Source: an optimization exercise on an open RTL-to-GDS flow (aim: small area). Production flows keep margins and buffers that such runs may drop.
Function was checked by simulation only, so behaviour that the tests miss may differ from the original.
The flow treats the clock pin as an ideal source, which a real chip does not have.
Power figures rest on the tool's default switching activity, not on a simulated workload.

**flow/flow/run.sh**
```bash
#!/bin/bash
# The standard layout (standard.sh) with these changes:
#  - synthesis maps the logic with an area-oriented ABC script (synth_area.tcl),
#    and leaves adders to ABC instead of mapping them to ha/fa cells first;
#  - every port still gets its own buffer, a buf_1;
#  - the clock tree is built by clock_tree.tcl before CTS (a root clkbuf_8
#    and ten clkbuf_8 leaves over balanced clusters of flip-flops), and
#    clock_tree_synthesis, given only the clock port's net, leaves it as is.
# Each tool's full output goes to orfs/logs/ as in the standard flow; make's
# output goes to standard.log.
set -euo pipefail
export FLOW_SYNTH_TCL=$PWD/synth_recipe.tcl
export AREA_ABC_SCRIPT=$PWD/flow/area.abc
bash standard.sh \
  SYNTH_SCRIPT=$PWD/flow/synth_area.tcl ADDER_MAP_FILE= SYNTH_INSBUF=0 \
  'BUFFER_PORTS_ARGS=-buffer_cell sky130_fd_sc_hd__buf_1' \
  PRE_CTS_TCL=$PWD/flow/clock_tree.tcl \
  'CTS_ARGS=-clk_nets clk -dont_use_dummy_load -buf_list sky130_fd_sc_hd__clkbuf_8' \
  finish > standard.log 2>&1
```
**flow/flow/area.abc**
```
&get -n
&st
&deepsyn -T 20
&nf -R 1000 -p
&put
topo
```
**flow/flow/clock_tree.tcl**
```tcl
# Clock tree for the PRE_CTS hook: the clock port drives one root buffer, which
# drives NLEAF leaf buffers, each at the centre of a cluster of flip-flops of
# at most ceil(sinks / NLEAF) members (capacity-limited k-means on placement).
# No register gets a deliberately later or earlier clock than the others.
# Build a two-level clock tree: the clock port drives NLEAF leaf buffers
# (LEAFBUF), each placed at the centre of a cluster of flip-flops.
proc build_clock_tree {nleaf leafbuf rootbuf} {
  set block [ord::get_db_block]
  set db [ord::get_db]
  set clknet [$block findNet clk]
  # sinks: every ITerm on the clk net except the port's
  set sinks {}
  foreach it [$clknet getITerms] { lappend sinks $it }
  # positions
  set pts {}
  foreach it $sinks {
    set inst [$it getInst]
    set bb [$inst getBBox]
    lappend pts [list $it [expr {([$bb xMin]+[$bb xMax])/2}] [expr {([$bb yMin]+[$bb yMax])/2}]]
  }
  # k-means, initial centres spread along sorted x+y
  set sorted [lsort -real -index 1 $pts]
  set n [llength $sorted]
  set cent {}
  for {set k 0} {$k < $nleaf} {incr k} {
    set p [lindex $sorted [expr {int(($k + 0.5) * $n / $nleaf)}]]
    lappend cent [list [lindex $p 1] [lindex $p 2]]
  }
  set cap [expr {int(ceil(double($n) / $nleaf))}]
  for {set iter 0} {$iter < 20} {incr iter} {
    # capacity-limited assignment: closest (point, centre) pairs first
    set pairs {}
    set i 0
    foreach p $pts {
      for {set k 0} {$k < $nleaf} {incr k} {
        set c [lindex $cent $k]
        lappend pairs [list $i $k [expr {abs([lindex $p 1]-[lindex $c 0]) + abs([lindex $p 2]-[lindex $c 1])}]]
      }
      incr i
    }
    set pairs [lsort -real -index 2 $pairs]
    set assign [lrepeat $n -1]
    set cnt [lrepeat $nleaf 0]
    foreach pr $pairs {
      lassign $pr i k d
      if {[lindex $assign $i] >= 0} continue
      if {[lindex $cnt $k] >= $cap} continue
      lset assign $i $k
      lset cnt $k [expr {[lindex $cnt $k] + 1}]
    }
    set sx [lrepeat $nleaf 0.0]; set sy [lrepeat $nleaf 0.0]
    set i 0
    foreach p $pts {
      set k [lindex $assign $i]
      lset sx $k [expr {[lindex $sx $k] + [lindex $p 1]}]
      lset sy $k [expr {[lindex $sy $k] + [lindex $p 2]}]
      incr i
    }
    for {set k 0} {$k < $nleaf} {incr k} {
      if {[lindex $cnt $k] > 0} {
        lset cent $k [list [expr {[lindex $sx $k]/[lindex $cnt $k]}] [expr {[lindex $sy $k]/[lindex $cnt $k]}]]
      }
    }
  }
  puts "clock tree clusters: $cnt"
  set lm [$db findMaster $leafbuf]
  set rootnet $clknet
  if {$rootbuf ne ""} {
    set rm [$db findMaster $rootbuf]
    set rinst [odb::dbInst_create $block $rm clkroot_buf]
    set rnet [odb::dbNet_create $block clkroot_net]
    $rnet setSigType CLOCK
    # place root at the mean of the centres
    set mx 0; set my 0
    foreach c $cent { set mx [expr {$mx + [lindex $c 0]}]; set my [expr {$my + [lindex $c 1]}] }
    $rinst setLocation [expr {int($mx/$nleaf)}] [expr {int($my/$nleaf)}]
    $rinst setPlacementStatus PLACED
    [$rinst findITerm A] connect $clknet
    [$rinst findITerm X] connect $rnet
    set rootnet $rnet
  }
  for {set k 0} {$k < $nleaf} {incr k} {
    set inst [odb::dbInst_create $block $lm clkleaf_buf_$k]
    set net [odb::dbNet_create $block clkleaf_net_$k]
    $net setSigType CLOCK
    set c [lindex $cent $k]
    $inst setLocation [expr {int([lindex $c 0])}] [expr {int([lindex $c 1])}]
    $inst setPlacementStatus PLACED
    [$inst findITerm A] connect $rootnet
    [$inst findITerm X] connect $net
  }
  set i 0
  foreach p $pts {
    set it [lindex $p 0]
    set k [lindex $assign $i]
    $it disconnect
    $it connect [$block findNet clkleaf_net_$k]
    incr i
  }
}

build_clock_tree 10 sky130_fd_sc_hd__clkbuf_8 sky130_fd_sc_hd__clkbuf_8
set_propagated_clock [all_clocks]
```
**flow/flow/synth_area.tcl**
```tcl
# The standard synthesis (synth_recipe.tcl) with one change: the final ABC
# mapping of the combinational logic uses an area-oriented script. Everything
# before it, and so every register, is the same as in the standard synthesis.
proc abc {args} {
  set i [lsearch -exact $args -script]
  if {$i >= 0} { lset args [expr {$i + 1}] $::env(AREA_ABC_SCRIPT) }
  yosys abc {*}$args
}
source $::env(FLOW_SYNTH_TCL)
```
**flow/standard.sh**
```bash
#!/bin/bash
# synth_recipe.tcl (not shown) runs the flow's synth.tcl, then flattens the netlist and writes it again
# the make line also repeats each setting of config.mk as NAME=value (left out here)
make -C /OpenROAD-flow-scripts/flow DESIGN_CONFIG=/design/flow/config.mk WORK_HOME=/design/flow/orfs CLKGATE_MAP_FILE= SYNTH_SCRIPT=/design/flow/synth_recipe.tcl "${@:-finish}"
```
**flow/config.mk**
```make
export PLATFORM = sky130hd
export DESIGN_NAME = ircore_rx
export DESIGN_NICKNAME = ircore_rx
export VERILOG_FILES = /design/flow/design.v
export SDC_FILE = /design/flow/constraint.sdc
export NUM_CORES = 4
export LEC_CHECK = 0
export CAP_MARGIN = 20
export CORE_MARGIN = 2
export CORE_UTILIZATION = 70
export SLEW_MARGIN = 20
```
**flow/constraint.sdc**
```tcl
create_clock -name core_clock -period 10.0 [get_ports {clk}]
set_input_delay 2.0000 -clock core_clock [delete_from_list [all_inputs] [get_ports {clk}]]
set_output_delay 2.0000 -clock core_clock [all_outputs]
set_load 0.01 [all_outputs]
```
**flow/design.v**
```verilog
module ircore_rx (
    input  wire        clk,
    input  wire        rst,             
    input  wire        set_mode,        
    input  wire [1:0]  mode_in,         
    input  wire        edge_valid,      
    input  wire [31:0] edge_ts,         
    input  wire        fire,            
    output wire        busy,
    output wire [1:0]  rx_mode,
    output wire [6:0]  rx_index,
    output wire        frame_active,
    output wire [3:0]  rx_result,
    output wire [31:0] rx_msg,
    output wire [31:0] rx_msg_count,
    output wire [31:0] rx_fail_count
);
    localparam [1:0] MODE_IDLE = 2'd0, MODE_NEC = 2'd1, MODE_RC6 = 2'd2;
    localparam [2:0] RES_NEC = 3'd1, RES_RC6 = 3'd2, RES_PM = 3'd3,
                     RES_MS  = 3'd4, RES_CF  = 3'd5, RES_UM = 3'd6;
    localparam [1:0] F_OK = 2'd0,    
                     F_PM = 2'd1,    
                     F_MS = 2'd2,    
                     F_LT = 2'd3;    
    reg [1:0]  mode_q;
    reg [6:0]  index_q;
    reg [2:0]  result_q;
    reg [1:0]  msg_hi_q;    
    reg [15:0] msg_lo_q;    
    reg [31:0] msg_cnt_q;
    reg [31:0] fail_cnt_q;
    reg [31:0] prev_q;      
    reg [1:0]  stat_q;      
    reg [4:0]  k_q;         
    reg [15:0] r_q;         
    reg        s_q;         
    reg        half_q;      
    assign busy          = 1'b0;
    assign rx_mode       = mode_q;
    assign rx_index      = index_q;
    assign frame_active  = |index_q;
    assign rx_result     = {1'b0, result_q};
    assign rx_msg        = {msg_hi_q, 14'd0, msg_lo_q};
    assign rx_msg_count  = msg_cnt_q;
    assign rx_fail_count = fail_cnt_q;
    wire is_nec = (mode_q == MODE_NEC);
    wire [6:0] cap = is_nec ? 7'd67 : 7'd28;
    wire do_mode = set_mode && (mode_in != 2'd3);
    wire do_fire = !set_mode && fire && (index_q != 7'd0);
    wire do_edge = !set_mode && !fire && edge_valid &&
                   (mode_q != MODE_IDLE) && (index_q < cap);
    wire [14:0] cy;
    wire [13:0] pn = ~prev_q[13:0];
    assign cy[0] = 1'b1;
    genvar j;
    generate
        for (j = 0; j < 14; j = j + 1) begin : g_sub
            assign cy[j+1] = (edge_ts[j] & pn[j]) | (cy[j] & (edge_ts[j] ^ pn[j]));
        end
    endgenerate
    wire [13:0] d = edge_ts[13:0] ^ pn ^ cy[13:0];
    wire [17:0] ha = edge_ts[31:14];
    wire [17:0] hb = ~prev_q[31:14];
    wire [17:0] hz = {ha[16:0] | hb[16:0], cy[14]};
    wire        sm = ~|(ha ^ hb ^ hz);
    wire u1 = sm && d >= 14'd222  && d < 14'd666;
    wire u2 = sm && d >= 14'd666  && d < 14'd1110;
    wire u3 = sm && d >= 14'd1110 && d < 14'd1554;
    wire u4 = sm && d >= 14'd1554 && d < 14'd1998;
    wire ugap = sm && (d < 14'd222 || (d >= 14'd2442 && d < 14'd3330));
    wire [6:0] i  = index_q;
    wire       i1 = (i == 7'd1);
    wire       i2 = (i == 7'd2);
    wire       i3 = (i == 7'd3);
    wire nec_hdr_bad = i1 ? !(sm && d >= 14'd8000 && d < 14'd10000)
                          : !(sm && d >= 14'd3500 && d < 14'd5500);
    wire nec_mark_bad = !(sm && d >= 14'd250 && d < 14'd850);
    wire nec_bit = !(sm && d <= 14'd1100);
    wire rc6_hdr_bad = i1 ? !(sm && d > 14'd2220 && d < 14'd3108) :
                       i2 ? !(sm && d > 14'd444  && d < 14'd1332) : !u1;
    wire w2     = (k_q < 5'd4);
    wire pw2  = (k_q != 5'd0) && (k_q <= 5'd4);
    wire u_pww  = pw2 ? (w2 ? u4 : u3) : (w2 ? u3 : u2);
    wire u_pw   = pw2 ? u2 : u1;
    wire u_w    = w2 ? u2 : u1;
    wire bits_ph = (k_q < 5'd20);
    wire tl1_ph  = (k_q == 5'd20) && !s_q;
    wire done_ph = (k_q == 5'd22);
    reg       f_ok;
    reg [2:0] f_code;
    always @(*) begin
        f_ok   = 1'b0;
        f_code = RES_MS;
        if (is_nec) begin
            if (index_q < 7'd3 || stat_q == F_PM)       f_code = RES_PM;
            else if (index_q != 7'd67 || stat_q == F_MS) f_code = RES_MS;
            else if (stat_q == F_LT)                    f_code = RES_CF;
            else begin f_ok = 1'b1; f_code = RES_NEC; end
        end else begin
            if (index_q < 7'd4 || stat_q == F_PM)       f_code = RES_PM;
            else if (stat_q == F_MS || bits_ph)         f_code = RES_MS;
            else if (stat_q == F_LT)                    f_code = RES_UM;
            else begin f_ok = 1'b1; f_code = RES_RC6; end
        end
    end
    always @(posedge clk) begin
        if (rst) begin
            mode_q     <= MODE_IDLE;
            index_q    <= 7'd0;
            result_q   <= 3'd0;
            msg_hi_q   <= 2'd0;
            msg_lo_q   <= 16'd0;
        end else if (do_mode) begin
            mode_q  <= mode_in;
            index_q <= 7'd0;
        end else if (do_fire) begin
            index_q  <= 7'd0;
            result_q <= f_code;
            if (f_ok) begin
                msg_hi_q  <= is_nec ? 2'b01 : 2'b10;
                msg_lo_q  <= r_q;
            end
        end else if (do_edge) begin
            index_q <= index_q + 7'd1;
        end
    end
    wire [32:0] mc, fc;
    assign mc[0] = do_fire &&  f_ok;
    assign fc[0] = do_fire && !f_ok;
    generate
        for (j = 0; j < 32; j = j + 1) begin : g_cnt
            assign mc[j+1] = mc[j] & msg_cnt_q[j];
            assign fc[j+1] = fc[j] & fail_cnt_q[j];
        end
    endgenerate
    always @(posedge clk) begin
        if (rst) begin
            msg_cnt_q  <= 32'd0;
            fail_cnt_q <= 32'd0;
        end else begin
            msg_cnt_q  <= msg_cnt_q  ^ mc[31:0];
            fail_cnt_q <= fail_cnt_q ^ fc[31:0];
        end
    end
    always @(posedge clk) begin
        if (do_edge) begin
            prev_q <= edge_ts;
            if (i == 7'd0) begin
                stat_q <= F_OK;
                k_q    <= 5'd0;
                s_q    <= 1'b1;
                half_q <= 1'b0;
            end else if (is_nec) begin
                if (i1 || i2) begin
                    if (nec_hdr_bad) stat_q <= F_PM;
                end else if (i[0]) begin
                    if (nec_mark_bad && stat_q != F_PM) stat_q <= F_MS;
                end else begin
                    k_q <= k_q + 5'd1;
                    if (!k_q[3]) begin
                        r_q <= {r_q[14:0], nec_bit};
                    end else begin
                        r_q[7:0] <= {r_q[6:0], r_q[7]};
                        if (nec_bit == r_q[7] && stat_q == F_OK) stat_q <= F_LT;
                    end
                end
            end else begin
                if (i1 || i2 || i3) begin
                    if (rc6_hdr_bad) stat_q <= F_PM;
                end else if (stat_q != F_PM && stat_q != F_MS && !done_ph) begin
                    if (bits_ph) begin
                        if (!half_q && u_pw) begin
                            half_q <= 1'b1;
                        end else if (half_q ? u_w : u_pww) begin
                            if (!half_q) s_q <= ~s_q;
                            half_q <= 1'b0;
                            k_q    <= k_q + 5'd1;
                            if (k_q < 5'd3) begin
                                if (half_q ? s_q : ~s_q) stat_q <= F_LT;
                            end
                            if (k_q >= 5'd4)
                                r_q <= {r_q[14:0], half_q ? s_q : ~s_q};
                        end else begin
                            stat_q <= F_MS;
                        end
                    end else if (tl1_ph) begin
                        if (u1) k_q <= 5'd21;
                        else    stat_q <= F_MS;
                    end else begin
                        if (ugap) k_q <= 5'd22;
                        else      stat_q <= F_MS;
                    end
                end
            end
        end
    end
endmodule
```
==> impl_metrics.py, run 1 <==
metrics = {
    "timing": {
        "setup_viol": 0,
        "tns_ns": 0,
        "finalHoldViolCount": 0,
        "report.final.slew_viol_count": 0,
        "rsz0062_at_grt": "no",
        "max_freq_mhz": 132,
        "skew_ns": 0.0217,
        "tightest_slew_ns": 0.780,
        "min_period_over_period_pct": 76.0,
        "slew-limit-headroom_pct": 46.6,
        "post-route-min-period_ns": 7.60,
    },
    "setup_path": {
        "cpPeakStageDelay_ns": 0.35,
        "cp.depth": 25,
        "crit_arrival_ns": 7.96,
        "critPathTopFamily": "simple AND/OR/NAND/NOR gates",
        "worstReg2RegEnd": "msg_cnt_q[31]",
        "r2r_start": "index_q[2]",
        "endpoint": "msg_cnt_q[31]",
        "crit_path_start_kind": "input port",
        "crit_start": "fire",
        "critical_path_buf_inv_count": 1,
        "cp_common_cell": "and3_1",
        "required_ns": 10.36,
        "reg2reg_depth": 27,
        "cp-end-kind": "flip-flop",
        "critPathKind": "input port to flip-flop",
        "cpMaxStageDelayCell": "and2_0",
        "r2r_slack_ns": 2.63,
        "worstPathMaxFanout": 7,
    },
    "synth": {
        "synthCells": 691,
        "yosysSeqAreaShare_pct": 52.9,
        "avgSynthCellArea_um2": 9.83,
        "ys_types": 49,
        "synth_edf_count": 57,
        "netlist_area_um2": 6790,
        "synthArstFlopShare_pct": 0,
        "synth_seq_cells": 151,
        "yosys_warnings": 1,
        "synthFlopType": "dfxtp_1",
    },
    "floorplanning": {
        "io_pins": 150,
        "fp.dieH_um": 103,
        "placementRows": 35,
        "die-area_um2": 10500,
        "start_util_pct": 72.8,
        "die_x_um": 103,
        "coreArea_um2": 9330,
    },
    "layout": {
        "utilization_pct": 82.6,
        "final_area_um2": 7710,
        "nNetsFinal": 894,
        "final_cell_count_no_fill": 982,
        "diodes": 0,
        "drive_gt1_share_pct": 2.11,
        "syn2layout_area_growth_pct": 13.5,
    },
    "cts": {
        "post_cts_buffers": 0,
        "clk_latency_ns": 0.43,
        "clk_pin_slew_ns": 0.10,
        "hold_buffers": 0,
        "postCtsResizedCells": 0,
    },
    "power_and_ir_drop": {
        "finalPower_w": 0.00103,
        "peakVddDrop_uv": 112,
        "power_leakage_nw": 2.70,
        "power_density_nw_per_um2": 133,
    },
    "place": {
        "place_hpwl_um": 11700,
        "gp_congestion": 0.974,
        "io_buffers": 133,
        "placed_area_um2": 7550,
        "placed_cells": 971,
    },
    "drt": {
        "drcViolationCount": 0,
        "postRouteWirelength_um": 15800,
        "first_iter_violations": 370,
        "num_vias": 5902,
        "firstDrtPassIters": 5,
        "post_drt_wl_per_cell_um": 16.1,
        "drtAntennaViolNets": 0,
        "avgViaCountPerCell": 6.01,
    },
    "grt": {
        "antenna_found_initial": 0,
        "overflow": 0,
        "grtUsageTotal_pct": 29.4,
        "grt_pass1_wl_um": 25400,
        "grt_max_degree": 73,
        "grt_pass1_vias": 5477,
    },
    "min_path": {
        "hold_class": "flip-flop to flip-flop",
    },
    "job": {
        "maxCapViolCount": 0,
    },
    "outcome": {
        "status": "no timing/DRC/antenna violations",
    },
}
==> cells by family (layout without fill, tap and decap cells) <==
kind of cell               Yosys count  count (layout)  share of synthesized area (%)
AOI/OAI and AO/OA                  194             194                           18.6
xor gates and xnor gates            43              43                           5.54
other                                1              16                         0.0552
buffers and inverters               13             160                          0.718
and+or+nand+nor                    287             287                           21.9
adders and majority gates            2               2                          0.295
DFF                                151             151                           52.9
==> area by class of cell <==
class / instances / area, um^2
buffer: 11 / 151
fill: 588 / 1620
inverter: 13 / 48.8
multi-input combinational: 542 / 3230
sequential: 151 / 3590
tap: 129 / 161
timing repair buffer: 136 / 523
==> registers in the layout (all words and copies together) (netlist names) <==
register / count
result_q: 3
index_q: 7
msg_cnt_q: 32
k_q: 5
msg_lo_q: 16
s_q: 1
half_q: 1
prev_q: 32
fail_cnt_q: 32
r_q: 16
mode_q: 2
msg_hi_q: 2
stat_q: 2
==> cell usage after synthesis (3+ instances only) <==
master	instances	share of area [%]
dfxtp_1	94	28
nand2_1	31	1.7
a22oi_1	3	0.33
xnor2_1	28	3.6
nand3_1	10	0.74
edfxtp_1	57	25
clkinv_1	13	0.72
nor2b_1	28	2.6
nor2_1	64	3.5
xor2_1	15	1.9
a31oi_1	7	0.64
o21ai_0	22	1.6
a22o_1	18	2.3
a311oi_1	3	0.39
o31ai_1	3	0.33
o21a_1	27	3.0
nor3_1	55	4.1
a211oi_1	3	0.33
a21oi_1	74	5.5
o22ai_1	3	0.28
a211o_1	4	0.52
or3_1	5	0.46
and3_1	28	2.6
o21bai_1	4	0.44
nand3b_1	3	0.33
and2_0	27	2.5
nand2b_1	26	2.4
==> power by group <==
group,internal [W],switching [W]
sequential,0.000638,0.00000208
clock,0.0000989,0.000180
combinational,0.0000378,0.0000709
total,0.000775,0.000252
==> how the worst min path moves through the flow <==
stage / cells past startpoint / slack, ns / from / end
4_1_cts: 1 / 0.46 / msg_cnt_q[31] / msg_cnt_q[31]
3_3_place_gp: 1 / 0.43 / msg_cnt_q[31] / msg_cnt_q[31]
2_1_floorplan: 0 / 0.43 / r_q[9] / r_q[10]
3_5_place_dp: 0 / 0.44 / r_q[6] / r_q[7]
5_1_grt: 1 / 0.49 / msg_cnt_q[31] / msg_cnt_q[31]
6_report: 0 / 0.47 / r_q[14] / r_q[15]
==> layout by cell type (no fill, tap or decap), types with 4 or more instances in the layout <==
master    instances
conb_1           16
nand2b_1         26
and3_1           28
nand2_1          31
xor2_1           15
or3_1             5
o21a_1           27
o21ai_0          22
a31oi_1           7
nor2b_1          27
clkbuf_8         11
and2_0           27
buf_1           132
a21oi_1          74
nand3_1          10
a211o_1           4
nor3_1           55
a22o_1           18
dfxtp_1          94
o21bai_1          4
edfxtp_1         57
xnor2_1          28
nor2_1           63
clkinv_1         13
==> metrics by stage <==
| step | worst slack [ns] | hold slack (ns) |
|---|---|---|
| CTS | 2.54 | 0.465 |
| global placement | 2.46 | 0.434 |
| finish | 2.40 | 0.469 |
| floorplan | 3.01 | 0.427 |
| global route | 1.72 | 0.489 |
| detailed placement | 2.07 | 0.437 |
==> routing by layer <==
metal  up-vias  wire, um  GRT usage [%]
li1       2866         -              -
met1      2741      6400           37.7
met2       255      7800           51.6
met3        40      1140           5.08
met4         0       444           8.31
met5         -         0              0
==> worst reg2reg max path, stage by stage (launching register included) <==
cell	delay [ns]
dfxtp_1	0.38
or4_1	0.62
nor2_1	0.20
a31oi_1	0.11
nor4_1	0.36
and2_0	0.39
and3_1	0.32
and3_1	0.23
and2_0	0.29
and3_1	0.24
and2_0	0.24
and3_1	0.22
and2_0	0.24
and3_1	0.23
and2_0	0.24
and3_1	0.23
and2_0	0.24
and3_1	0.22
and2_0	0.29
and3_1	0.26
and2_0	0.25
and3_1	0.23
and2_0	0.28
and3_1	0.25
and2_0	0.28
and3_1	0.25
o21bai_1	0.08
a21oi_1	0.12
==> inputs of run 2 (changes only) <==
--- a/flow/flow/run.sh
+++ b/flow/flow/run.sh
@@ -13,5 +13,5 @@
 export AREA_ABC_SCRIPT=$PWD/flow/area.abc
 bash standard.sh \
-  SYNTH_SCRIPT=$PWD/flow/synth_area.tcl ADDER_MAP_FILE= SYNTH_INSBUF=0 \
+  SYNTH_SCRIPT=$PWD/flow/synth_area.tcl ADDER_MAP_FILE= SYNTH_INSBUF=0 SKIP_REPAIR_TIE_FANOUT=1 \
   'BUFFER_PORTS_ARGS=-buffer_cell sky130_fd_sc_hd__buf_1' \
   PRE_CTS_TCL=$PWD/flow/clock_tree.tcl \
==> impl_metrics.py, run 2 <==
metrics = {
    "setup_path": {
        "critPathTopFamily": "simple AND/OR/NAND/NOR gates",
        "r2r_start": "index_q[2]",
        "cp_common_cell": "and3_1",
        "cpMaxStageDelayCell": "and2_0",
        "crit_arrival_ns": 7.87,
        "crit_start": "fire",
        "crit_path_start_kind": "input port",
        "required_ns": 10.35,
        "cpPeakStageDelay_ns": 0.35,
        "cp-end-kind": "flip-flop",
        "worstPathMaxFanout": 7,
        "critPathKind": "input port to flip-flop",
        "critical_path_buf_inv_count": 1,
    },
    "drt": {
        "postRouteWirelength_um": 15400,
        "first_iter_violations": 320,
        "dr_wl_met2_um": 7530,
        "post_drt_wl_per_cell_um": 15.9,
        "num_vias": 5827,
        "dr.max_layer_used": "met4",
        "drtAntennaViolNets": 0,
        "wl_met1_um": 6360,
        "firstDrtPassIters": 6,
        "drcViolationCount": 0,
        "met3_length_um": 1160,
        "avgViaCountPerCell": 6.02,
    },
    "cts": {
        "post_cts_buffers": 0,
        "clk_pin_slew_ns": 0.10,
        "clk_latency_ns": 0.42,
        "postCtsResizedCells": 0,
        "hold_buffers": 0,
    },
    "synth": {
        "avgSynthCellArea_um2": 9.83,
        "synth-simple-area-share_pct": 21.9,
        "synthFlopType": "dfxtp_1",
        "synth_common_cells": "dfxtp_1, a21oi_1, nor2_1",
        "synth-compound-area-share_pct": 18.6,
        "synthArstFlopShare_pct": 0,
        "synth_seq_cells": 151,
        "synthCells": 691,
        "synthAdderAreaFrac_pct": 0.295,
        "yosysSeqAreaShare_pct": 52.9,
        "ys_types": 49,
        "synthMuxAreaShare_pct": 0,
        "synth_edf_count": 57,
        "synth_xor_area_share_pct": 5.54,
        "yosysTopAreaCellShare_pct": 27.7,
        "synth_top_family_by_area": "simple AND/OR/NAND/NOR gates",
        "yosys.area.top_type": "dfxtp_1",
        "yosysMostFrequentCell": "dfxtp_1",
        "yosys-top-cells-area": "dfxtp_1, edfxtp_1, a21oi_1",
        "yosys_warnings": 1,
        "netlist_area_um2": 6790,
    },
    "floorplanning": {
        "start_util_pct": 72.8,
        "fp.dieH_um": 103,
        "io_pins": 150,
        "die_x_um": 103,
        "coreArea_um2": 9330,
        "placementRows": 35,
        "die-area_um2": 10500,
    },
    "layout": {
        "drive_gt1_share_pct": 2.15,
        "syn2layout_area_growth_pct": 12.7,
        "diodes": 0,
        "layout.cells.most_common_list": "buf_1, dfxtp_1, a21oi_1, nor2_1, edfxtp_1",
        "nNetsFinal": 880,
        "final_area_um2": 7660,
        "top_regs": "fail_cnt_q: 32 flops, msg_cnt_q: 32 flops, prev_q: 32 flops",
        "final_common_cell": "buf_1",
    },
    "timing": {
        "rsz0062_at_grt": "no",
        "tns_ns": 0,
        "post-route-min-period_ns": 7.52,
        "finalHoldViolCount": 0,
        "setup_viol": 0,
        "report.final.slew_viol_count": 0,
        "skew_ns": 0.0162,
        "setup_slack_ns": 2.48,
        "max_freq_mhz": 133,
        "slew-limit-headroom_pct": 46.4,
        "tightest_slew_ns": 0.784,
        "min_period_over_period_pct": 75.2,
    },
    "place": {
        "placed_area_um2": 7500,
        "place_hpwl_um": 11300,
        "io_buffers": 133,
        "gp_congestion": 0.907,
        "pre_cts_slack_ns": 2.12,
    },
    "power_and_ir_drop": {
        "peakVddDrop_uv": 95.8,
        "power.internal_w": 0.000775,
        "power_leakage_nw": 2.65,
        "p_switching_w": 0.000250,
        "p_comb_share_pct": 10.6,
        "power_density_nw_per_um2": 134,
        "p_seq_share_pct": 62.5,
        "switching_share_pct": 24.4,
        "clkPwrFrac_pct": 26.9,
        "finalPower_w": 0.00102,
    },
    "outcome": {
        "status": "no timing/DRC/antenna violations",
    },
    "job": {
        "maxCapViolCount": 0,
    },
    "grt": {
        "overflow": 0,
        "grt_pass1_wl_um": 23900,
        "antenna_found_initial": 0,
        "grt_pass1_vias": 5182,
        "grt_max_degree": 73,
        "grtUsageTotal_pct": 27.7,
    },
    "min_path": {
        "hold_class": "flip-flop to flip-flop",
        "hold_start": "r_q[6]",
    },
}
==> run 2: stage by stage <==
step,utilization [%],instances,hold WS [ns]
2_1_floorplan,-,691,0.427
3_3_place_gp,80.4,956,0.434
3_5_place_dp,80.4,956,0.439
4_1_cts,82.0,967,0.461
5_1_grt,82.1,968,0.477
6_report,82.1,968,0.456
==> run 2: kinds of logic (layout without fill, tap and decap cells) <==
logic type,count (synthesis),count (layout)
AO/OA/AOI/OAI,194,194
XOR/XNOR,43,43
adder cells (fa/ha/maj),2,2
buffers and inverters,13,161
flip-flops,151,151
other,1,1
AND/OR/NAND/NOR,287,287
==> run 2: layout make-up <==
type / instances / area [um^2]
Inverter: 13 / 48.8
Multi-Input combinational cell: 527 / 3170
Timing Repair Buffer: 137 / 531
Tap cell: 129 / 161
Sequential cell: 151 / 3590
Fill cell: 608 / 1670
Buffer: 11 / 151
==> run 2: final timing paths <==
path	to	slack, ns	cells after the start
setup / recovery	msg_cnt_q[31]	2.48	25
hold / removal	r_q[7]	0.46	0
setup reg to reg	msg_cnt_q[31]	2.76	27
hold reg to reg	r_q[7]	0.46	0
==> run 2: power by group through the flow <==
stage                     Combinational [W]  Clock (W)  Sequential [W]
after global placement             0.000103          0        0.000654
final                              0.000108   0.000276        0.000640
after CTS                          0.000106   0.000277        0.000640
after detailed placement           0.000105          0        0.000654
after floorplan                   0.0000734          0        0.000654
after global routing               0.000120   0.000301        0.000641
==> run 2: routing by layer <==
layer,vias up,track usage [%]
li1,2842,-
met1,2673,36.0
met2,271,49.2
met3,41,4.07
met4,0,6.36
met5,-,0
==> inputs of run 3 (changes only) <==
--- a/flow/flow/run.sh
+++ b/flow/flow/run.sh
@@ -13,5 +13,5 @@
 export AREA_ABC_SCRIPT=$PWD/flow/area.abc
 bash standard.sh \
-  SYNTH_SCRIPT=$PWD/flow/synth_area.tcl ADDER_MAP_FILE= SYNTH_INSBUF=0 SKIP_REPAIR_TIE_FANOUT=1 \
+  SYNTH_SCRIPT=$PWD/flow/synth_area.tcl ADDER_MAP_FILE= \
   'BUFFER_PORTS_ARGS=-buffer_cell sky130_fd_sc_hd__buf_1' \
   PRE_CTS_TCL=$PWD/flow/clock_tree.tcl \
==> impl_metrics.py, run 3 <==
metrics = {
    "place": {
        "io_buffers": 133,
        "pre_cts_slack_ns": 1.06,
        "placed_cells": 980,
        "place_hpwl_um": 11300,
        "gp_congestion": 0.888,
    },
    "synth": {
        "netlist_area_um2": 6910,
        "synthFlopType": "dfxtp_1",
        "synth_edf_count": 57,
        "synthArstFlopShare_pct": 0,
        "yosysTopAreaCellShare_pct": 27.3,
        "synth_seq_cells": 151,
        "yosys.area.top_type": "dfxtp_1",
        "yosys-top-cells-area": "dfxtp_1, edfxtp_1, a21oi_1",
        "avgSynthCellArea_um2": 9.71,
        "ys_types": 49,
        "synth_common_cells": "dfxtp_1, a21oi_1, nor2_1",
        "synthCells": 711,
        "yosysSeqAreaShare_pct": 52.0,
        "yosysMostFrequentCell": "dfxtp_1",
        "yosys_warnings": 1,
    },
    "power_and_ir_drop": {
        "p_seq_share_pct": 62.5,
        "clkPwrFrac_pct": 26.7,
        "power_density_nw_per_um2": 134,
        "power.internal_w": 0.000777,
        "peakVddDrop_uv": 136,
        "p_comb_share_pct": 10.8,
        "switching_share_pct": 24.4,
        "finalPower_w": 0.00103,
        "power_leakage_nw": 2.67,
        "p_switching_w": 0.000251,
    },
    "grt": {
        "top_usage_layer": "met2",
        "grt_util_met1_pct": 35.5,
        "use_met2_pct": 46.2,
        "grtUsageTotal_pct": 26.9,
        "overflow": 0,
        "met3_usage_pct": 5.51,
        "grt_pass1_vias": 5218,
        "grt_pass1_wl_um": 23700,
        "grt_max_degree": 44,
        "antenna_found_initial": 0,
    },
    "min_path": {
        "holdPathStages": 0,
        "hold_class": "flip-flop to flip-flop",
    },
    "timing": {
        "setup_viol": 0,
        "hold-worst-slack_ns": 0.471,
        "finalHoldViolCount": 0,
        "setup_slack_ns": 1.55,
        "report.final.slew_viol_count": 0,
        "rsz0062_at_grt": "no",
        "skew_ns": 0.0225,
        "post-route-min-period_ns": 8.45,
        "tightest_slew_ns": 1.05,
        "tns_ns": 0,
        "min_period_over_period_pct": 84.5,
        "max_freq_mhz": 118,
        "slew-limit-headroom_pct": 29.5,
    },
    "floorplanning": {
        "fp.dieH_um": 103,
        "coreArea_um2": 9680,
        "die_x_um": 103,
        "io_pins": 150,
        "placementRows": 36,
        "start_util_pct": 71.3,
        "die-area_um2": 10700,
    },
    "layout": {
        "syn2layout_area_growth_pct": 11.4,
        "layout.cells.most_common_list": "buf_1, dfxtp_1, a21oi_1, nor2_1",
        "final_common_cell": "buf_1",
        "nNetsFinal": 899,
        "top_regs": "fail_cnt_q: 32 flops, msg_cnt_q: 32 flops, prev_q: 32 flops",
        "diodes": 0,
        "final_cell_count_no_fill": 991,
        "drive_gt1_share_pct": 2.10,
        "fillers": 643,
    },
    "drt": {
        "drtAntennaViolNets": 0,
        "firstDrtPassIters": 5,
        "avgViaCountPerCell": 5.87,
        "postRouteWirelength_um": 15400,
        "num_vias": 5813,
        "first_iter_violations": 323,
        "post_drt_wl_per_cell_um": 15.5,
        "drcViolationCount": 0,
    },
    "cts": {
        "clk_pin_slew_ns": 0.10,
        "clk_latency_ns": 0.42,
        "post_cts_buffers": 0,
        "hold_buffers": 0,
        "postCtsResizedCells": 0,
    },
    "setup_path": {
        "reg2reg_depth": 27,
        "crit_arrival_ns": 8.49,
        "cp-end-kind": "flip-flop",
        "worstPathMaxFanout": 9,
        "required_ns": 10.04,
        "critPathKind": "input port to flip-flop",
        "crit_path_start_kind": "input port",
    },
    "outcome": {
        "status": "no timing/DRC/antenna violations",
    },
    "job": {
        "maxCapViolCount": 0,
    },
}
run 3: cell types whose count changed after synthesis, moves of 4 or more:
cell | before | now
buf_4 | 0 | 16
clkinv_1 | 13 | 18
a31oi_1 | 7 | 11
nand2b_1 | 26 | 22
nor4_1 | 2 | 6
o22ai_1 | 3 | 7
run 3: worst paths after layout:
check	to	startpoint	slack, ns
max	r_q[15]	edge_ts[1]	1.55
min	r_q[9]	r_q[8]	0.47
max reg2reg	msg_cnt_q[31]	index_q[3]	2.37
min reg2reg	r_q[9]	r_q[8]	0.47
run 3: power by group through the flow:
stage / Sequential (W) / Combinational [W] / Clock, W
floorplan: 0.000656 / 0.0000793 / 0
global placement: 0.000656 / 0.000106 / 0
detailed placement: 0.000656 / 0.000108 / 0
CTS: 0.000642 / 0.000109 / 0.000279
global route: 0.000643 / 0.000123 / 0.000294
finish: 0.000642 / 0.000111 / 0.000274
run 3: final cells by class:
type | count | area (um^2) | share of cell area (%)
Inverter | 18 | 67.6 | 0.878
Timing Repair Buffer | 137 | 531 | 6.89
Sequential cell | 151 | 3590 | 46.7
Multi-Input combinational cell | 541 | 3190 | 41.4
Buffer | 11 | 151 | 1.97
Tap cell | 133 | 166 | 2.16
run 3: cells by family after synthesis:
kind of cell    Yosys count  synth area share [%]
xor+xnor                 41                  5.20
fa+ha+maj                 5                 0.725
other cells               1                0.0543
buf+inv                  34                  2.72
compound gates          195                  18.0
flops                   151                  52.0
simple gates            284                  21.3
run 3: per-stage QoR:
| stage | instance area [um^2] | utilization, % |
|---|---|---|
| finish | 7690 | 79.5 |
| global route | 7690 | 79.5 |
| CTS | 7690 | 79.4 |
| detailed placement | 7540 | 77.8 |
| global placement | 7540 | 77.8 |
| floorplan | 6960 | - |
run 3: worst max-delay path: stages:
cell      delay, ns
buf_1          0.14
clkinv_1       0.10
a21oi_1        0.16
nor2_1         0.08
a21oi_1        0.24
a21oi_1        0.15
maj3_1         0.41
maj3_1         0.41
nor2_1         0.12
a21oi_1        0.07
maj3_1         0.42
nor2_1         0.13
a21oi_1        0.07
maj3_1         0.42
xor2_1         0.52
o21ai_0        0.26
or3_1          0.43
o21ai_0        0.17
a31oi_1        0.06
or4_1          0.56
nor2_1         0.19
o31a_1         0.15
o21a_1         0.35
a21boi_0       0.88
run 3: routing by layer:
metal | vias to the layer above | wire length [um]
met2 | 196 | 7400
met4 | 0 | 317
li1 | 2872 | -
met5 | - | 0
met1 | 2719 | 6550
met3 | 26 | 1090
==> inputs of run 4 (changes only) <==
--- a/flow/design.v
+++ b/flow/design.v
@@ -20,7 +20,7 @@
                      RES_MS  = 3'd4, RES_CF  = 3'd5, RES_UM = 3'd6;
     localparam [1:0] F_OK = 2'd0,    
-                     F_PM = 2'd1,    
-                     F_MS = 2'd2,    
-                     F_LT = 2'd3;    
+                     F_LT = 2'd1,    
+                     F_PM = 2'd2,    
+                     F_MS = 2'd3;    
     reg [1:0]  mode_q;
     reg [6:0]  index_q;
@@ -44,10 +44,10 @@
     assign rx_msg_count  = msg_cnt_q;
     assign rx_fail_count = fail_cnt_q;
-    wire is_nec = (mode_q == MODE_NEC);
+    wire is_nec = mode_q[0];
     wire [6:0] cap = is_nec ? 7'd67 : 7'd28;
     wire do_mode = set_mode && (mode_in != 2'd3);
     wire do_fire = !set_mode && fire && (index_q != 7'd0);
     wire do_edge = !set_mode && !fire && edge_valid &&
-                   (mode_q != MODE_IDLE) && (index_q < cap);
+                   (mode_q[0] || mode_q[1]) && (index_q < cap);
     wire [14:0] cy;
     wire [13:0] pn = ~prev_q[13:0];
@@ -168,5 +168,5 @@
                 if (i1 || i2 || i3) begin
                     if (rc6_hdr_bad) stat_q <= F_PM;
-                end else if (stat_q != F_PM && stat_q != F_MS && !done_ph) begin
+                end else if (!stat_q[1] && !done_ph) begin
                     if (bits_ph) begin
                         if (!half_q && u_pw) begin
==> impl_metrics.py, run 4 <==
metrics = {
    "outcome": {
        "status": "no timing/DRC/antenna violations",
    },
    "grt": {
        "antenna_found_initial": 0,
        "use_met2_pct": 44.0,
        "grtUsageTotal_pct": 25.0,
        "grt_util_met1_pct": 33.2,
        "grt_pass1_wl_um": 22200,
        "overflow": 0,
        "grt_max_degree": 72,
        "met3_usage_pct": 4.07,
        "grt_pass1_vias": 5013,
        "top_usage_layer": "met2",
    },
    "setup_path": {
        "required_ns": 10.34,
        "cpPeakStageDelay_ns": 0.64,
        "cp_common_cell": "and3_1",
        "critPathTopFamily": "simple AND/OR/NAND/NOR gates",
        "crit_arrival_ns": 7.85,
        "reg2reg_depth": 26,
        "crit_path_start_kind": "flip-flop",
        "r2r_start": "k_q[3]",
        "critical_path_buf_inv_count": 0,
        "cpMaxStageDelayCell": "a2111oi_0",
        "worstReg2RegEnd": "msg_cnt_q[31]",
        "worstPathMaxFanout": 10,
        "critPathKind": "flip-flop to flip-flop",
        "r2r_slack_ns": 2.49,
        "cp-end-kind": "flip-flop",
    },
    "layout": {
        "drive_gt1_share_pct": 2.03,
        "layout.cells.most_common_list": "buf_1, dfxtp_1, a21oi_1, nor3_1, edfxtp_1",
        "final_common_cell": "buf_1",
        "syn2layout_area_growth_pct": 11.4,
        "diodes": 0,
        "nNetsFinal": 880,
        "fillers": 691,
        "top_regs": "fail_cnt_q: 32 flops, msg_cnt_q: 32 flops, prev_q: 32 flops",
    },
    "synth": {
        "ys_types": 49,
        "yosys_warnings": 1,
        "synth_common_cells": "dfxtp_1, a21oi_1, nor3_1",
        "synthCells": 695,
        "yosys.area.top_type": "dfxtp_1",
        "yosysSeqAreaShare_pct": 52.5,
        "netlist_area_um2": 6850,
        "yosys-top-cells-area": "dfxtp_1, edfxtp_1, a21oi_1",
        "synth_seq_cells": 151,
        "synthFlopType": "dfxtp_1",
        "yosysMostFrequentCell": "dfxtp_1",
        "synthArstFlopShare_pct": 0,
        "yosysTopAreaCellShare_pct": 27.5,
        "synth_edf_count": 57,
        "avgSynthCellArea_um2": 9.85,
    },
    "cts": {
        "post_cts_buffers": 0,
        "clk_pin_slew_ns": 0.09,
        "hold_buffers": 0,
        "postCtsResizedCells": 0,
        "clk_latency_ns": 0.41,
    },
    "min_path": {
        "hold_start": "msg_cnt_q[31]",
        "hold_class": "flip-flop to flip-flop",
        "holdPathStages": 1,
        "holdPathEnd": "msg_cnt_q[31]",
    },
    "place": {
        "io_buffers": 133,
        "gp_congestion": 0.899,
        "place_hpwl_um": 10400,
        "pre_cts_slack_ns": 2.18,
    },
    "drt": {
        "drtAntennaViolNets": 0,
        "drcViolationCount": 0,
        "post_drt_wl_per_cell_um": 14.4,
        "num_vias": 5604,
        "postRouteWirelength_um": 14000,
        "avgViaCountPerCell": 5.77,
        "first_iter_violations": 273,
        "firstDrtPassIters": 5,
    },
    "timing": {
        "setup_viol": 0,
        "tightest_slew_ns": 0.991,
        "setup_slack_ns": 2.49,
        "min_period_over_period_pct": 75.1,
        "report.final.slew_viol_count": 0,
        "skew_ns": 0.0171,
        "post-route-min-period_ns": 7.51,
        "tns_ns": 0,
        "hold-worst-slack_ns": 0.457,
        "max_freq_mhz": 133,
        "slew-limit-headroom_pct": 33.3,
        "rsz0062_at_grt": "no",
        "finalHoldViolCount": 0,
    },
    "floorplanning": {
        "die_x_um": 103,
        "start_util_pct": 71.0,
        "placementRows": 36,
        "fp.dieH_um": 103,
        "die-area_um2": 10600,
        "io_pins": 150,
        "coreArea_um2": 9640,
    },
    "power_and_ir_drop": {
        "power_density_nw_per_um2": 133,
        "finalPower_w": 0.00101,
        "peakVddDrop_uv": 115,
        "power_leakage_nw": 2.64,
    },
    "job": {
        "maxCapViolCount": 0,
    },
}
-- run 4: layer usage --
metal	vias to the layer above	share of wire, %
li1	2817	-
met1	2587	44
met2	177	49
met3	23	6.4
met4	0	1.3
met5	-	0
-- run 4: worst reg2reg max path: cells and delay by family, from the launching register on --
kind	cells	cell delay, ns
DFF	1	0.53
AOI/OAI and AO/OA	4	1.12
and+or+nand+nor	22	5.80
-- run 4: worst max-delay path by stage --
stage,start,cells after the start,slack [ns],to
3_5_place_dp,set_mode,25,2.18,msg_cnt_q[31]
5_1_grt,index_q[3],26,1.61,msg_cnt_q[31]
6_report,k_q[3],26,2.49,msg_cnt_q[31]
3_3_place_gp,set_mode,25,2.48,msg_cnt_q[31]
4_1_cts,set_mode,25,2.59,msg_cnt_q[31]
2_1_floorplan,set_mode,24,3.11,msg_cnt_q[31]
-- run 4: power breakdown --
group | internal [W] | total, W | switching [W]
sequential | 0.000638 | 0.000641 | 0.00000317
clock | 0.0000990 | 0.000273 | 0.000174
combinational | 0.0000353 | 0.000100 | 0.0000647
total | 0.000772 | 0.00101 | 0.000242
-- run 4: through the flow --
| stage | area (um^2) | util, % | instances |
|---|---|---|---|
| after floorplan | 6900 | - | 710 |
| after global placement | 7470 | 77.5 | 961 |
| after detailed placement | 7470 | 77.5 | 961 |
| after CTS | 7620 | 79.0 | 972 |
| after global routing | 7620 | 79.1 | 972 |
| final | 7620 | 79.1 | 972 |
-- run 4: cells by family (layout without fill, tap and decap cells) --
family / Yosys count / after routing / share of synthesized area, %
compound gates: 189 / 189 / 17.7
flops: 151 / 151 / 52.5
mux: 1 / 1 / 0.164
fa+ha+maj: 3 / 3 / 0.439
buf+inv: 34 / 163 / 2.80
xor+xnor: 44 / 44 / 5.63
other cells: 1 / 16 / 0.0548
simple gates: 272 / 272 / 20.7
-- run 4: area by class of cell --
cell class              count  area (um^2)  share of cell area [%]
multi-input cells         525         3130                    41.1
repair buffers            135          515                    6.76
inverters                  17         63.8                   0.837
flip-flops and latches    151         3590                    47.1
well taps                 133          166                    2.18
plain buffers              11          151                    1.99
==> inputs of run 5 (changes only) <==
--- a/flow/flow/run.sh
+++ b/flow/flow/run.sh
@@ -3,6 +3,8 @@
 #  - synthesis maps the logic with an area-oriented ABC script (synth_area.tcl),
 #    and leaves adders to ABC instead of mapping them to ha/fa cells first;
-#  - every port still gets its own buffer, a buf_1;
-#  - the clock tree is built by clock_tree.tcl before CTS (a root clkbuf_8
+#  - every port still gets its own buffer, a buf_1, except the constant
+#    outputs, which share one tie cell (no pass-through buffers in synthesis,
+#    no tie fanout repair);
+#  - the clock tree is built by clock_tree.tcl before CTS (a root clkbuf_4
 #    and ten clkbuf_8 leaves over balanced clusters of flip-flops), and
 #    clock_tree_synthesis, given only the clock port's net, leaves it as is.
@@ -13,5 +15,5 @@
 export AREA_ABC_SCRIPT=$PWD/flow/area.abc
 bash standard.sh \
-  SYNTH_SCRIPT=$PWD/flow/synth_area.tcl ADDER_MAP_FILE= \
+  SYNTH_SCRIPT=$PWD/flow/synth_area.tcl ADDER_MAP_FILE= SYNTH_INSBUF=0 SKIP_REPAIR_TIE_FANOUT=1 \
   'BUFFER_PORTS_ARGS=-buffer_cell sky130_fd_sc_hd__buf_1' \
   PRE_CTS_TCL=$PWD/flow/clock_tree.tcl \
--- a/flow/flow/clock_tree.tcl
+++ b/flow/flow/clock_tree.tcl
@@ -100,4 +100,4 @@
 }
 
-build_clock_tree 10 sky130_fd_sc_hd__clkbuf_8 sky130_fd_sc_hd__clkbuf_8
+build_clock_tree 10 sky130_fd_sc_hd__clkbuf_8 sky130_fd_sc_hd__clkbuf_4
 set_propagated_clock [all_clocks]
==> impl_metrics.py, run 5 <==
metrics = {
    "min_path": {
        "hold_start": "r_q[5]",
        "holdPathEnd": "r_q[6]",
        "hold_class": "flip-flop to flip-flop",
        "holdPathStages": 0,
    },
    "setup_path": {
        "critPathKind": "flip-flop to flip-flop",
        "cpMaxStageDelayCell": "a2111oi_0",
        "required_ns": 10.46,
        "cp_common_cell": "and3_1",
        "reg2reg_depth": 26,
        "worstReg2RegEnd": "msg_cnt_q[31]",
        "r2r_slack_ns": 2.35,
        "r2r_start": "k_q[3]",
        "crit_path_start_kind": "flip-flop",
        "cpPeakStageDelay_ns": 0.62,
        "worstPathMaxFanout": 10,
        "cp-end-kind": "flip-flop",
        "crit_arrival_ns": 8.11,
        "critical_path_buf_inv_count": 0,
        "critPathTopFamily": "simple AND/OR/NAND/NOR gates",
    },
    "floorplanning": {
        "start_util_pct": 72.4,
        "coreArea_um2": 9280,
        "placementRows": 35,
        "io_pins": 150,
        "die_x_um": 102,
        "die-area_um2": 10400,
        "fp.dieH_um": 102,
    },
    "timing": {
        "rsz0062_at_grt": "no",
        "min_period_over_period_pct": 76.5,
        "tightest_slew_ns": 0.897,
        "setup_viol": 0,
        "slew-limit-headroom_pct": 38.7,
        "finalHoldViolCount": 0,
        "max_freq_mhz": 131,
        "report.final.slew_viol_count": 0,
        "skew_ns": 0.0248,
        "post-route-min-period_ns": 7.65,
        "tns_ns": 0,
    },
    "synth": {
        "synthFlopType": "dfxtp_1",
        "avgSynthCellArea_um2": 9.91,
        "synth-simple-area-share_pct": 21.1,
        "synth_edf_count": 57,
        "synthArstFlopShare_pct": 0,
        "synth_xor_area_share_pct": 5.74,
        "synth_common_cells": "dfxtp_1, a21oi_1, nor3_1",
        "yosysSeqAreaShare_pct": 53.5,
        "yosys.area.top_type": "dfxtp_1",
        "synth_seq_cells": 151,
        "yosysMostFrequentCell": "dfxtp_1",
        "yosys_warnings": 1,
        "synthMuxAreaShare_pct": 0.168,
        "netlist_area_um2": 6720,
        "yosysTopAreaCellShare_pct": 28.0,
        "yosys-top-cells-area": "dfxtp_1, edfxtp_1, a21oi_1",
        "ys_types": 48,
        "synthAdderAreaFrac_pct": 0.447,
        "synthCells": 678,
        "synth-compound-area-share_pct": 18.1,
        "synth_top_family_by_area": "simple AND/OR/NAND/NOR gates",
    },
    "grt": {
        "grt_max_degree": 72,
        "grtUsageTotal_pct": 27.1,
        "grt_pass1_vias": 5182,
        "overflow": 0,
        "antenna_found_initial": 1,
        "grt_pass1_wl_um": 23400,
    },
    "cts": {
        "clk_pin_slew_ns": 0.09,
        "post_cts_buffers": 0,
        "hold_buffers": 0,
        "clk_latency_ns": 0.54,
        "postCtsResizedCells": 0,
    },
    "layout": {
        "final_area_um2": 7560,
        "final_common_cell": "buf_1",
        "final_cell_count_no_fill": 954,
        "drive_gt1_share_pct": 2.06,
        "layout.cells.most_common_list": "buf_1, dfxtp_1, a21oi_1, nor3_1, edfxtp_1",
        "syn2layout_area_growth_pct": 12.5,
        "nNetsFinal": 865,
        "utilization_pct": 81.4,
        "top_regs": "fail_cnt_q: 32 flops, msg_cnt_q: 32 flops, prev_q: 32 flops",
    },
    "power_and_ir_drop": {
        "peakVddDrop_uv": 127,
        "power_density_nw_per_um2": 133,
        "power_leakage_nw": 2.59,
    },
    "job": {
        "maxCapViolCount": 0,
    },
    "outcome": {
        "status": "no timing/DRC/antenna violations",
    },
    "place": {
        "gp_congestion": 0.902,
        "place_hpwl_um": 10800,
        "placed_cells": 942,
        "io_buffers": 133,
        "placed_area_um2": 7410,
    },
    "drt": {
        "drcViolationCount": 0,
        "drtAntennaViolNets": 0,
        "first_iter_violations": 218,
        "post_drt_wl_per_cell_um": 15.3,
        "avgViaCountPerCell": 5.90,
        "firstDrtPassIters": 5,
        "num_vias": 5630,
        "postRouteWirelength_um": 14600,
    },
}
## run 5: cell count changes in the layout (fill, tap and decap cells not counted), sizes merged
cell,change
diode,+1
conb,-15
## run 5: how the worst max path moves through the flow
| stage | cells past startpoint | from | end |
|---|---|---|---|
| after CTS | 26 | k_q[3] | msg_cnt_q[31] |
| after global placement | 25 | set_mode | msg_cnt_q[31] |
| after global routing | 26 | index_q[3] | msg_cnt_q[31] |
| final | 26 | k_q[3] | msg_cnt_q[31] |
| after detailed placement | 26 | set_mode | fail_cnt_q[31] |
| after floorplan | 24 | set_mode | msg_cnt_q[31] |
## run 5: area by class of cell
cell class,instances,area [um^2]
sequential,151,3590
inverter,17,63.8
multi-input combinational,510,3080
fill,645,1720
tap,129,161
buffer,11,145
timing repair buffer,135,515
antenna,1,2.50
## run 5: report_power, final
| part | total (W) | switching, W | internal, W |
|---|---|---|---|
| combinational | 0.000101 | 0.0000652 | 0.0000354 |
| sequential | 0.000641 | 0.00000316 | 0.000638 |
| clock | 0.000267 | 0.000174 | 0.0000930 |
| total | 0.00101 | 0.000243 | 0.000766 |
## run 5: cell families after synthesis
group	after synthesis
AND/OR/NAND/NOR	272
AO/OA/AOI/OAI	189
flip-flops	151
XOR/XNOR	44
buffers and inverters	17
adder cells (fa/ha/maj)	3
other	1
multiplexers	1
## run 5: per-stage QoR
| step | total power, W | setup slack, ns | hold slack, ns |
|---|---|---|---|
| final | 0.00101 | 2.35 | 0.463 |
| after global routing | 0.00105 | 1.56 | 0.484 |
| after global placement | 0.000751 | 2.50 | 0.434 |
| after CTS | 0.00101 | 2.46 | 0.466 |
| after floorplan | 0.000724 | 3.11 | 0.427 |
| after detailed placement | 0.000754 | 2.17 | 0.439 |
## run 5: per-layer routing
metal / track usage, % / routed length [um] / part of all wire [%] / vias to the layer above
met5: 0 / 0 / 0 / -
met4: 6.05 / 282 / 1.9 / 0
met3: 3.49 / 884 / 6.1 / 32
met2: 48.9 / 7220 / 50 / 183
met1: 35.1 / 6190 / 42 / 2616
li1: - / - / - / 2799
==> inputs of run 6 (changes only) <==
--- a/flow/design.v
+++ b/flow/design.v
@@ -64,19 +64,19 @@
     wire [17:0] hz = {ha[16:0] | hb[16:0], cy[14]};
     wire        sm = ~|(ha ^ hb ^ hz);
-    wire u1 = sm && d >= 14'd222  && d < 14'd666;
-    wire u2 = sm && d >= 14'd666  && d < 14'd1110;
-    wire u3 = sm && d >= 14'd1110 && d < 14'd1554;
-    wire u4 = sm && d >= 14'd1554 && d < 14'd1998;
-    wire ugap = sm && (d < 14'd222 || (d >= 14'd2442 && d < 14'd3330));
+    wire u1, u2, u3, u4, ugap;
+    wire nec_h1_ok, nec_h2_ok, nec_mark_ok, nec_bit, rc6_h1_ok, rc6_h2_ok;
+    ir_dur_class u_class (
+        .d(d), .sm(sm),
+        .u1(u1), .u2(u2), .u3(u3), .u4(u4), .ugap(ugap),
+        .nec_h1_ok(nec_h1_ok), .nec_h2_ok(nec_h2_ok),
+        .nec_mark_ok(nec_mark_ok), .nec_bit(nec_bit),
+        .rc6_h1_ok(rc6_h1_ok), .rc6_h2_ok(rc6_h2_ok));
     wire [6:0] i  = index_q;
     wire       i1 = (i == 7'd1);
     wire       i2 = (i == 7'd2);
     wire       i3 = (i == 7'd3);
-    wire nec_hdr_bad = i1 ? !(sm && d >= 14'd8000 && d < 14'd10000)
-                          : !(sm && d >= 14'd3500 && d < 14'd5500);
-    wire nec_mark_bad = !(sm && d >= 14'd250 && d < 14'd850);
-    wire nec_bit = !(sm && d <= 14'd1100);
-    wire rc6_hdr_bad = i1 ? !(sm && d > 14'd2220 && d < 14'd3108) :
-                       i2 ? !(sm && d > 14'd444  && d < 14'd1332) : !u1;
+    wire nec_hdr_bad  = i1 ? !nec_h1_ok : !nec_h2_ok;
+    wire nec_mark_bad = !nec_mark_ok;
+    wire rc6_hdr_bad = i1 ? !rc6_h1_ok : i2 ? !rc6_h2_ok : !u1;
     wire w2     = (k_q < 5'd4);
     wire pw2  = (k_q != 5'd0) && (k_q <= 5'd4);
@@ -196,2 +196,26 @@
     end
 endmodule
+module ir_dur_class (
+    input  wire [13:0] d,
+    input  wire        sm,
+    output wire        u1, u2, u3, u4,    
+    output wire        ugap,              
+    output wire        nec_h1_ok,         
+    output wire        nec_h2_ok,         
+    output wire        nec_mark_ok,       
+    output wire        nec_bit,           
+    output wire        rc6_h1_ok,         
+    output wire        rc6_h2_ok          
+);
+    assign u1   = sm && d >= 14'd222  && d < 14'd666;
+    assign u2   = sm && d >= 14'd666  && d < 14'd1110;
+    assign u3   = sm && d >= 14'd1110 && d < 14'd1554;
+    assign u4   = sm && d >= 14'd1554 && d < 14'd1998;
+    assign ugap = sm && (d < 14'd222 || (d >= 14'd2442 && d < 14'd3330));
+    assign nec_h1_ok   = sm && d >= 14'd8000 && d < 14'd10000;
+    assign nec_h2_ok   = sm && d >= 14'd3500 && d < 14'd5500;
+    assign nec_mark_ok = sm && d >= 14'd250  && d < 14'd850;
+    assign nec_bit     = !(sm && d <= 14'd1100);
+    assign rc6_h1_ok = sm && d > 14'd2220 && d < 14'd3108;
+    assign rc6_h2_ok = sm && d > 14'd444  && d < 14'd1332;
+endmodule
--- a/flow/flow/run.sh
+++ b/flow/flow/run.sh
@@ -3,4 +3,7 @@
 #  - synthesis maps the logic with an area-oriented ABC script (synth_area.tcl),
 #    and leaves adders to ABC instead of mapping them to ha/fa cells first;
+#    it maps the combinational submodule (ir_dur_class, no registers) on its
+#    own (SYNTH_HIERARCHICAL 1), then flattens as the standard synthesis does,
+#    so the registers are those of the standard synthesis;
 #  - every port still gets its own buffer, a buf_1, except the constant
 #    outputs, which share one tie cell (no pass-through buffers in synthesis,
@@ -15,5 +18,5 @@
 export AREA_ABC_SCRIPT=$PWD/flow/area.abc
 bash standard.sh \
-  SYNTH_SCRIPT=$PWD/flow/synth_area.tcl ADDER_MAP_FILE= SYNTH_INSBUF=0 SKIP_REPAIR_TIE_FANOUT=1 \
+  SYNTH_SCRIPT=$PWD/flow/synth_area.tcl ADDER_MAP_FILE= SYNTH_INSBUF=0 SYNTH_HIERARCHICAL=1 SKIP_REPAIR_TIE_FANOUT=1 \
   'BUFFER_PORTS_ARGS=-buffer_cell sky130_fd_sc_hd__buf_1' \
   PRE_CTS_TCL=$PWD/flow/clock_tree.tcl \
==> flow/flow/area.abc (replaced) <==
&get -n
&st
&deepsyn -J 100 -T 300
&nf -R 1000 -p
&put
topo
==> impl_metrics.py, run 6 <==
metrics = {
    "synth": {
        "yosysSeqAreaShare_pct": 53.6,
        "avgSynthCellArea_um2": 9.90,
        "yosysMostFrequentCell": "dfxtp_1",
        "synthArstFlopShare_pct": 0,
        "synth_seq_cells": 151,
        "yosysTopAreaCellShare_pct": 28.1,
        "synthCells": 677,
        "yosys.area.top_type": "dfxtp_1",
        "netlist_area_um2": 6700,
        "yosys-top-cells-area": "dfxtp_1, edfxtp_1, a21oi_1",
        "yosys_warnings": 7,
        "synthFlopType": "dfxtp_1",
        "synth_common_cells": "dfxtp_1, a21oi_1, nor2_1",
        "synth_edf_count": 57,
        "ys_types": 52,
    },
    "timing": {
        "min_period_over_period_pct": 82.0,
        "tns_ns": 0,
        "report.final.slew_viol_count": 0,
        "rsz0062_at_grt": "no",
        "setup_viol": 0,
        "skew_ns": 0.0204,
        "max_freq_mhz": 122,
        "slew-limit-headroom_pct": 30.0,
        "post-route-min-period_ns": 8.20,
        "tightest_slew_ns": 1.04,
        "finalHoldViolCount": 0,
    },
    "setup_path": {
        "critPathTopFamily": "compound AO/OA/AOI/OAI gates",
        "critical_path_buf_inv_count": 3,
        "worstPathMaxFanout": 9,
        "cp_common_cell": "a21oi_1",
        "crit_path_start_kind": "input port",
        "cp-end-kind": "flip-flop",
        "cpMaxStageDelayCell": "and2_0",
        "critPathKind": "input port to flip-flop",
        "crit_arrival_ns": 8.45,
        "r2r_slack_ns": 2.93,
        "cpPeakStageDelay_ns": 0.44,
        "required_ns": 10.25,
    },
    "floorplanning": {
        "start_util_pct": 72.2,
        "io_pins": 150,
        "fp.dieH_um": 102,
        "placementRows": 35,
        "die-area_um2": 10400,
        "die_x_um": 102,
        "coreArea_um2": 9280,
    },
    "grt": {
        "grt_pass1_vias": 5500,
        "overflow": 0,
        "grt_pass1_wl_um": 25000,
        "grtUsageTotal_pct": 29.0,
        "grt_max_degree": 72,
        "antenna_found_initial": 0,
    },
    "layout": {
        "final_common_cell": "buf_1",
        "nNetsFinal": 866,
        "drive_gt1_share_pct": 2.30,
        "layout.cells.most_common_list": "buf_1, dfxtp_1, a21oi_1, nor2_1, nor3_1",
        "syn2layout_area_growth_pct": 12.8,
        "diodes": 0,
        "fillers": 598,
        "final_cell_count_no_fill": 954,
        "top_regs": "fail_cnt_q: 32 flops, msg_cnt_q: 32 flops, prev_q: 32 flops",
    },
    "power_and_ir_drop": {
        "p_seq_share_pct": 64.2,
        "power.internal_w": 0.000759,
        "peakVddDrop_uv": 135,
        "power_density_nw_per_um2": 132,
        "power_leakage_nw": 2.58,
        "p_switching_w": 0.000240,
        "clkPwrFrac_pct": 27.0,
        "switching_share_pct": 24.0,
        "p_comb_share_pct": 8.9,
    },
    "place": {
        "gp_congestion": 0.966,
        "placed_cells": 943,
        "io_buffers": 133,
        "place_hpwl_um": 11000,
    },
    "cts": {
        "post_cts_buffers": 0,
        "clk_pin_slew_ns": 0.09,
        "clk_latency_ns": 0.54,
        "postCtsResizedCells": 0,
        "hold_buffers": 0,
    },
    "drt": {
        "drcViolationCount": 0,
        "avgViaCountPerCell": 6.09,
        "postRouteWirelength_um": 15300,
        "num_vias": 5807,
        "post_drt_wl_per_cell_um": 16.0,
        "first_iter_violations": 381,
        "firstDrtPassIters": 6,
        "drtAntennaViolNets": 0,
    },
    "job": {
        "maxCapViolCount": 0,
    },
    "outcome": {
        "status": "no timing/DRC/antenna violations",
    },
    "min_path": {
        "hold_class": "flip-flop to flip-flop",
    },
}
## run 6: changes by cell type after synthesis, sizes merged, moves of 5 or more
cell | before | now
a21oi | 76 | 68
nand2 | 33 | 27
nor2 | 55 | 68
nor2b | 30 | 21
nor4b | 1 | 6
xnor2 | 28 | 21
## run 6: power by group through the flow
stage	Sequential [W]	Clock (W)	Combinational, W
final	0.000641	0.000269	0.0000885
after floorplan	0.000655	0	0.0000573
after global placement	0.000655	0	0.0000845
after CTS	0.000641	0.000273	0.0000866
after global routing	0.000642	0.000295	0.0000985
after detailed placement	0.000655	0	0.0000862
## run 6: cell type report
type,instances,area (um^2),share of cell area (%)
Tap cell,129,161,2.14
Timing Repair Buffer,137,531,7.02
Multi-Input combinational cell,507,3060,40.5
Sequential cell,151,3590,47.5
Inverter,19,71.3,0.943
Buffer,11,145,1.92
## run 6: metrics by stage
step                total power [W]  setup slack [ns]  hold slack, ns  instance area, um^2  util (%)
finish                     0.000999              1.80           0.455                 7560      81.4
global route                0.00104             0.747           0.481                 7560      81.4
CTS                         0.00100              1.83           0.456                 7550      81.3
detailed placement         0.000742              1.23           0.443                 7410      79.8
global placement           0.000740              1.63           0.433                 7410      79.8
floorplan                  0.000712              1.88           0.427                 6700         -
## run 6: path summary, 6_finish.rpt
check	startpoint	end	cells past startpoint
hold / removal	fail_cnt_q[31]	fail_cnt_q[31]	1
setup reg to reg	prev_q[0]	r_q[11]	36
hold reg to reg	fail_cnt_q[31]	fail_cnt_q[31]	1
setup / recovery	edge_ts[1]	r_q[11]	37
## run 6: kinds of logic (layout without fill, tap and decap cells)
logic type               Yosys count  count (layout)  synth area share (%)
other                              1               1                0.0559
flip-flops                       151             151                  53.6
adder cells (fa/ha/maj)            1               1                 0.149
multiplexers                       3               3                 0.485
buffers and inverters             19             167                  1.06
XOR/XNOR                          38              38                  4.97
AND/OR/NAND/NOR                  282             282                  22.0
AO/OA/AOI/OAI                    182             182                  17.6
## run 6: metal layers
metal	vias to the layer above	GRT usage (%)	part of all wire, %
met5	-	0	0
met2	258	50.2	49
met3	36	5.40	7.6
met1	2706	37.8	41
met4	0	7.28	2.1
li1	2807	-	-
## run 6: modules after synthesis, one instance, submodules excluded
| module | cell area (um^2) | flip-flops and latches |
|---|---|---|
| ircore_rx | 6270 | 151 |
| ir_dur_class | 430 | 0 |

separate check: timing with driven ports:
In the flow no input, the clock included, has a driving cell. The finished layouts below were timed again as built, in two steps. Step 1 sets driving cells, clkbuf_16 on the clock port and buf_2 on the other inputs (assumed; they add their load-dependent delay and slew). Step 2, shift: input delay + t, output delay - t, t = (earliest + latest rising clock arrival at the registers) / 2. This alone moves slack from input paths to output paths. Three values: ideal ports, drivers, drivers and shift; two values: the first two.
| run | shift t [ns] | setup WS [ns] | worst slew at a driven data input, ns |
|---|---|---|---|
| run 1 | 0.452 | 2.401 / 2.376 / 1.925 | 0.06 |
| run 2 | 0.441 | 2.479 / 2.441 / 2.001 | 0.07 |
| run 3 | 0.442 | 1.552 / 1.565 / 1.123 | 0.04 |
| run 4 | 0.435 | 2.493 / 2.493 / 2.081 | 0.04 |
| run 5 | 0.558 | 2.351 / 2.351 / 1.921 | 0.04 |
| run 6 | 0.565 | 1.802 / 1.814 / 1.249 | 0.04 |
After both steps every run listed still meets setup and hold. For run 6, which loses most, drivers alone change the setup slack by +0.012 ns; drivers and shift together by -0.553 ns.
